Context: an optimization exercise on an open-source flow, tuned for small area, a short achievable clock period and few clock cycles. The choices shown serve that exercise and are no tape-out recipe.
Power and IR drop assume default switching activity.

==> flow/design.v (excerpt) <==
module adc_acq (
    input  wire        clk,
    input  wire        rst,        
    input  wire        start,
    input  wire        dev24,      
    input  wire [7:0]  n,          
    input  wire [2:0]  gain,       
    input  wire [30:0] vref_uv,    
    output reg         ready,
    input  wire        s_valid,
    input  wire [23:0] s_data,     
    input  wire        s_timeout,  
    output reg         s_ready,
    output reg         done,
    output wire [31:0] res_raw,    
    output wire [31:0] res_uv,     
    output reg         res_to      
);
    localparam [22:0] M = 23'h7fffff;
    reg         flush;      
    reg         first;      
    reg         inv;        
    reg         div;        
    reg         hv;         
    reg         fin;        
    reg         f1, f2;
    reg         abort;      
    reg         gz;         
    reg         op_dev24;
    reg  [7:0]  nd;         
    reg  [7:0]  cnt;        
    reg  [2:0]  gcnt;       
    reg  [36:0] V;          
    reg  [23:0] sreg;       
    reg  [31:0] acc;        
    reg  [59:0] P;          
    reg         neg;        
    assign res_raw = acc;
    assign res_uv  = P[31:0];
    wire take = s_valid & s_ready;
    reg  [36:0] v16;
    always @(*) begin
        case (gain)
            3'd0:    v16 = 37'd12000 * M;
            3'd1:    v16 = 37'd8000  * M;
  ...
Size in the first run: ~190 flip-flops, ~0.017 mm^2 of cells after synthesis.
==> module adc_acq, before the edit <==
module adc_acq (
    input  wire        clk,
    input  wire        rst,        
    input  wire        start,
    input  wire        dev24,      
    input  wire [7:0]  n,          
    input  wire [2:0]  gain,       
    input  wire [30:0] vref_uv,    
    output reg         ready,
    input  wire        s_valid,
    input  wire [23:0] s_data,     
    input  wire        s_timeout,  
    output reg         s_ready,
    output reg         done,
    output wire [31:0] res_raw,    
    output wire [31:0] res_uv,     
    output reg         res_to      
);
    localparam [22:0] M = 23'h7fffff;
    reg         flush;      
    reg         first;      
    reg         inv;        
    reg         div;        
    reg         hv;         
    reg         fin;        
    reg         f1, f2;
    reg         abort;      
    reg         gz;         
    reg         op_dev24;
    reg  [7:0]  nd;         
    reg  [7:0]  cnt;        
    reg  [2:0]  gcnt;       
    reg  [36:0] V;          
    reg  [23:0] sreg;       
    reg  [31:0] acc;        
    reg  [59:0] P;          
    reg         neg;        
    assign res_raw = acc;
    assign res_uv  = P[31:0];
    wire take = s_valid & s_ready;
    reg  [36:0] v16;
    always @(*) begin
        case (gain)
            3'd0:    v16 = 37'd12000 * M;
            3'd1:    v16 = 37'd8000  * M;
            3'd2:    v16 = 37'd4000  * M;
            3'd3:    v16 = 37'd2000  * M;
            3'd4:    v16 = 37'd1000  * M;
            3'd5:    v16 = 37'd500   * M;
            default: v16 = 37'd8000  * M;
        endcase
    end
    wire [31:0] add_a = (fin ? {8'd0, acc[23:0]} : acc) ^ {32{inv}};
    wire [31:0] add_b = {{8{sreg[23]}}, sreg};
    wire [31:0] add_o;
    wire        add_co;
    bk_add #(32) u_acc (.a(add_a), .b(add_b), .ci(inv), .s(add_o), .co(add_co));
    wire [8:0]  d_t1 = {acc[31:24], acc[23]};
    wire [9:0]  d_s1 = {1'b0, d_t1} - {2'b00, nd};
    wire        d_q1 = ~d_s1[9];
    wire [7:0]  d_r1 = d_q1 ? d_s1[7:0] : d_t1[7:0];
    wire [8:0]  d_t2 = {d_r1, acc[22]};
    wire [9:0]  d_s2 = {1'b0, d_t2} - {2'b00, nd};
    wire        d_q2 = ~d_s2[9];
    wire [7:0]  d_r2 = d_q2 ? d_s2[7:0] : d_t2[7:0];
    wire [31:0] divout = {d_r2, acc[21:0], d_q1, d_q2};
    wire        div_step = div & gz & ~(first & neg);
    wire [39:0] h_p  = {P[37:0], 2'b00};
    wire [39:0] h_x0 = acc[0] ? {3'd0, V} : 40'd0;
    wire [39:0] h_x1 = acc[1] ? {2'd0, V, 1'b0} : 40'd0;
    wire [39:0] h_s  = h_p ^ h_x0 ^ h_x1;
    wire [39:0] h_c  = (h_p & h_x0) | (h_p & h_x1) | (h_x0 & h_x1);
    wire [39:0] h_lo;
    wire        h_co;
    bk_add #(40) u_hor (.a(h_s), .b({h_c[38:0], 1'b0}), .ci(1'b0), .s(h_lo), .co(h_co));
    wire [19:0] h_up  = P[57:38];
    wire [19:0] h_upi = h_up + 20'd1;
    wire [59:0] hsum  = {(h_co | h_c[39]) ? h_upi : h_up, h_lo};
    wire [30:0] wh = P[59:29];
    wire [22:0] f_a = wh[22:0];
    wire [22:0] f_b = P[28:6];
    wire [22:0] f_k = 23'h3fffff;
    wire [22:0] f_s = f_a ^ f_b ^ f_k;
    wire [22:0] f_c = (f_a & f_b) | (f_a & f_k) | (f_b & f_k);
    wire [22:0] f_x;
    wire        f_co;
    bk_add #(23) u_f1 (.a(f_s), .b({f_c[21:0], 1'b0}), .ci(P[5]), .s(f_x), .co(f_co));
    wire [24:0] x  = {f_c[22] & f_co, f_c[22] ^ f_co, f_x};
    wire [8:0]  sh   = {1'b0, wh[30:23]} + {7'd0, P[24:23]};
    wire [9:0]  shn  = {2'b00, wh[30:23]} + {8'd0, P[24:23]} - {9'd0, neg};
    wire [9:0]  c_lo = {1'b0, P[8:0]} + {1'b0, sh} + 10'd1;
    wire        c    = c_lo[9] & (&P[22:9]);
    wire [10:0] q_l0 = {1'b0, wh[9:0]} + {1'b0, shn};
    wire [10:0] q_l1 = {1'b0, wh[9:0]} + {1'b0, shn} + 11'd1;
    wire [10:0] q_lo = c ? q_l1 : q_l0;
    wire [21:0] q_up  = {1'b0, wh[30:10]};
    wire [21:0] q_upi = q_up + 22'd1;
    wire [21:0] q_upd = q_up - 22'd1;
    wire [31:0] q     = {(q_lo[10] & ~shn[9]) ? q_upi : (~q_lo[10] & shn[9]) ? q_upd : q_up, q_lo[9:0]};
    wire [31:0] uv = q ^ {32{neg}};
    wire [2:0] gcnt_nx = ready ? (dev24 ? ((gain == 3'd7) ? 3'd6 : (3'd6 - gain)) : 3'd0)
                               : ((gcnt != 3'd0) ? gcnt - 3'd1 : 3'd0);
    wire       last_div = div_step & (cnt == 8'd1);
    always @(posedge clk) begin
        if (take & ~s_timeout)
            sreg <= op_dev24 ? s_data : {s_data[15:0], 8'd0};
        else
            sreg <= 24'd0;
        gcnt <= gcnt_nx;
        gz   <= (gcnt_nx == 3'd0);
        if (ready)
            V <= dev24 ? {6'd0, vref_uv} : v16;
        else if (gcnt != 3'd0)
            V <= {V[35:0], 1'b0};
        if (ready) begin
            op_dev24 <= dev24;
            nd       <= n;
        end
        if (ready | abort)
            acc <= 32'd0;
        else if (div_step)
            acc <= divout;
        else
            acc <= add_o;
        if (hv)
            P <= hsum;
        else if (f1)
            P[24:0] <= x;
        else if (f2)
            P[31:0] <= uv;
        else
            P <= 60'd0;
        if (flush) neg <= add_o[31];
        inv <= (flush & add_o[31]) | (last_div & neg);
        if (ready)
            cnt <= n;
        else if (take & ~s_timeout)
            cnt <= cnt - 8'd1;
        else if (flush)
            cnt <= op_dev24 ? 8'd12 : 8'd8;
        else if (div_step)
            cnt <= cnt - 8'd1;
        if (ready)
            res_to <= 1'b0;
        else if (take & s_timeout)
            res_to <= 1'b1;
        if (rst) begin
            ready   <= 1'b1;
            s_ready <= 1'b0;
            done    <= 1'b0;
            flush   <= 1'b0;
            first   <= 1'b0;
            div     <= 1'b0;
            hv      <= 1'b0;
            fin     <= 1'b0;
            f1      <= 1'b0;
            f2      <= 1'b0;
            abort   <= 1'b0;
        end else begin
            ready   <= ready ? ~start : (f2 | abort);
            s_ready <= (ready & start & (n != 8'd0)) |
                       (s_ready & ~(take & (s_timeout | (cnt == 8'd1))));
            flush   <= take & ~s_timeout & (cnt == 8'd1);
            first   <= flush | (first & ~neg & ~div_step);
            div     <= flush | (div & ~last_div);
            hv      <= div_step;
            fin     <= last_div;
            f1      <= fin;
            f2      <= f1;
            abort   <= (ready & start & (n == 8'd0)) | (take & s_timeout);
            done    <= f2 | abort;
        end
    end
endmodule
==> flow/config.mk <==
export PLATFORM = sky130hd
export DESIGN_NAME = adc_acq
export DESIGN_NICKNAME = adc_acq
export VERILOG_FILES = /design/flow/design.v
export SDC_FILE = /design/flow/constraint.sdc
export NUM_CORES = 4
export LEC_CHECK = 0
export CAP_MARGIN = 20
export CORE_MARGIN = 2
export CORE_UTILIZATION = 40
export CTS_BUF_LIST = sky130_fd_sc_hd__clkbuf_4 sky130_fd_sc_hd__clkbuf_8
export SLEW_MARGIN = 20
export TNS_END_PERCENT = 0
==> flow/constraint.sdc <==
create_clock -name core_clock -period 11.0 [get_ports {clk}]
set_input_delay 2.2000 -clock core_clock [delete_from_list [all_inputs] [get_ports {clk}]]
set_output_delay 2.2000 -clock core_clock [all_outputs]
set_load 0.01 [all_outputs]
standard.sh (not shown) runs the stock make flow with config.mk's settings and CLKGATE_MAP_FILE= SYNTH_SCRIPT=/design/flow/synth_recipe.tcl, a recipe that flattens the netlist after the stock synthesis.
==> flow/flow/run.sh <==
#!/bin/bash
# Standard layout, with the timing repair aiming for 7.5 ns of setup slack
# (a 3.5 ns path at the 11 ns clock) and the port buffers made from buf_1.
set -euo pipefail
export SETUP_SLACK_MARGIN=7.5
export BUFFER_PORTS_ARGS="-buffer_cell sky130_fd_sc_hd__buf_1"
bash standard.sh > standard.log 2>&1
The baseline ran to the end with no violations.
Change:
--- a/flow/design.v
+++ b/flow/design.v
@@ -22,9 +22,9 @@
     reg         inv;        
     reg         div;        
     reg         hv;         
     reg         fin;        
-    reg         f1, f2;
+    reg         f1, f2, f3;
     reg         abort;      
     reg         gz;         
     reg         op_dev24;
     reg  [7:0]  nd;         
@@ -85,19 +85,16 @@
     wire [22:0] f_x;
     wire        f_co;
     bk_add #(23) u_f1 (.a(f_s), .b({f_c[21:0], 1'b0}), .ci(P[5]), .s(f_x), .co(f_co));
     wire [24:0] x  = {f_c[22] & f_co, f_c[22] ^ f_co, f_x};
-    wire [8:0]  sh   = {1'b0, wh[30:23]} + {7'd0, P[24:23]};
-    wire [9:0]  shn  = {2'b00, wh[30:23]} + {8'd0, P[24:23]} - {9'd0, neg};
-    wire [9:0]  c_lo = {1'b0, P[8:0]} + {1'b0, sh} + 10'd1;
-    wire        c    = c_lo[9] & (&P[22:9]);
-    wire [10:0] q_l0 = {1'b0, wh[9:0]} + {1'b0, shn};
-    wire [10:0] q_l1 = {1'b0, wh[9:0]} + {1'b0, shn} + 11'd1;
-    wire [10:0] q_lo = c ? q_l1 : q_l0;
+    wire [8:0]  sh  = {1'b0, wh[30:23]} + {7'd0, P[24:23]};
+    wire [23:0] cc  = {1'b0, P[22:0]} + {15'd0, sh} + 24'd1;
+    wire [9:0]  shn = {1'b0, sh} - {9'd0, neg};
+    wire [10:0] q_lo  = {1'b0, wh[9:0]} + {1'b0, P[9:0]} + {10'd0, P[10]};
     wire [21:0] q_up  = {1'b0, wh[30:10]};
     wire [21:0] q_upi = q_up + 22'd1;
     wire [21:0] q_upd = q_up - 22'd1;
-    wire [31:0] q     = {(q_lo[10] & ~shn[9]) ? q_upi : (~q_lo[10] & shn[9]) ? q_upd : q_up, q_lo[9:0]};
+    wire [31:0] q     = {(q_lo[10] & ~P[9]) ? q_upi : (~q_lo[10] & P[9]) ? q_upd : q_up, q_lo[9:0]};
     wire [31:0] uv = q ^ {32{neg}};
     wire [2:0] gcnt_nx = ready ? (dev24 ? ((gain == 3'd7) ? 3'd6 : (3'd6 - gain)) : 3'd0)
                                : ((gcnt != 3'd0) ? gcnt - 3'd1 : 3'd0);
     wire       last_div = div_step & (cnt == 8'd1);
@@ -126,8 +123,10 @@
             P <= hsum;
         else if (f1)
             P[24:0] <= x;
         else if (f2)
+            P[10:0] <= {cc[23], shn};
+        else if (f3)
             P[31:0] <= uv;
         else
             P <= 60'd0;
         if (flush) neg <= add_o[31];
@@ -154,11 +153,12 @@
             hv      <= 1'b0;
             fin     <= 1'b0;
             f1      <= 1'b0;
             f2      <= 1'b0;
+            f3      <= 1'b0;
             abort   <= 1'b0;
         end else begin
-            ready   <= ready ? ~start : (f2 | abort);
+            ready   <= ready ? ~start : (f3 | abort);
             s_ready <= (ready & start & (n != 8'd0)) |
                        (s_ready & ~(take & (s_timeout | (cnt == 8'd1))));
             flush   <= take & ~s_timeout & (cnt == 8'd1);
             first   <= flush | (first & ~neg & ~div_step);
@@ -166,10 +166,11 @@
             hv      <= div_step;
             fin     <= last_div;
             f1      <= fin;
             f2      <= f1;
+            f3      <= f2;
             abort   <= (ready & start & (n == 8'd0)) | (take & s_timeout);
-            done    <= f2 | abort;
+            done    <= f3 | abort;
         end
     end
 endmodule
 module bk_add #(parameter W = 32) (
=> Power came out lower by 0.80%. Utilization falls by 1.1 points. Die area went down by 1.9%. Area after synthesis drops by 1.9%. Clock-buffer cell count climbs by 3. Sequential power rose by about 2%. First-iteration DRC count came out lower by 9.6%. Final area went down by 3.5%. Combinational power hardly moves. Routed wire length falls by 5.1%. Hold slack is worse by 0.030 ns. Non-clock buffer count came out lower by 14.
No functional check of the RTL was part of any run of this note.

re-timing with driven ports:
Ports are ideal in the flow. The routed layouts listed here were re-timed in OpenROAD.
Step 1, drivers: a clkbuf_16 drives clk and a buf_2 each remaining input, both assumed.
Step 2, shift: input delay + t, output delay - t, t = (earliest + latest rising clock arrival at the registers) / 2. This alone moves slack from input paths to output paths.
Slacks: no drivers / after step 1 / after step 2; pairs: no drivers / after step 1.
run	t, ns	slack for setup (ns)	hold WS [ns]	worst register clock-pin slew, ns
the first run	0.575	6.048 / 6.048 / 6.048	0.484 / 0.484 / 0.484	0.12 / 0.12
the second run	0.577	6.845 / 6.845 / 6.790	0.454 / 0.454 / 0.454	0.11 / 0.11
After both steps setup and hold are still met in every run listed. The setup slack of the second run, which loses most, moves by 0.000 ns with the drivers and by -0.055 ns with both steps.
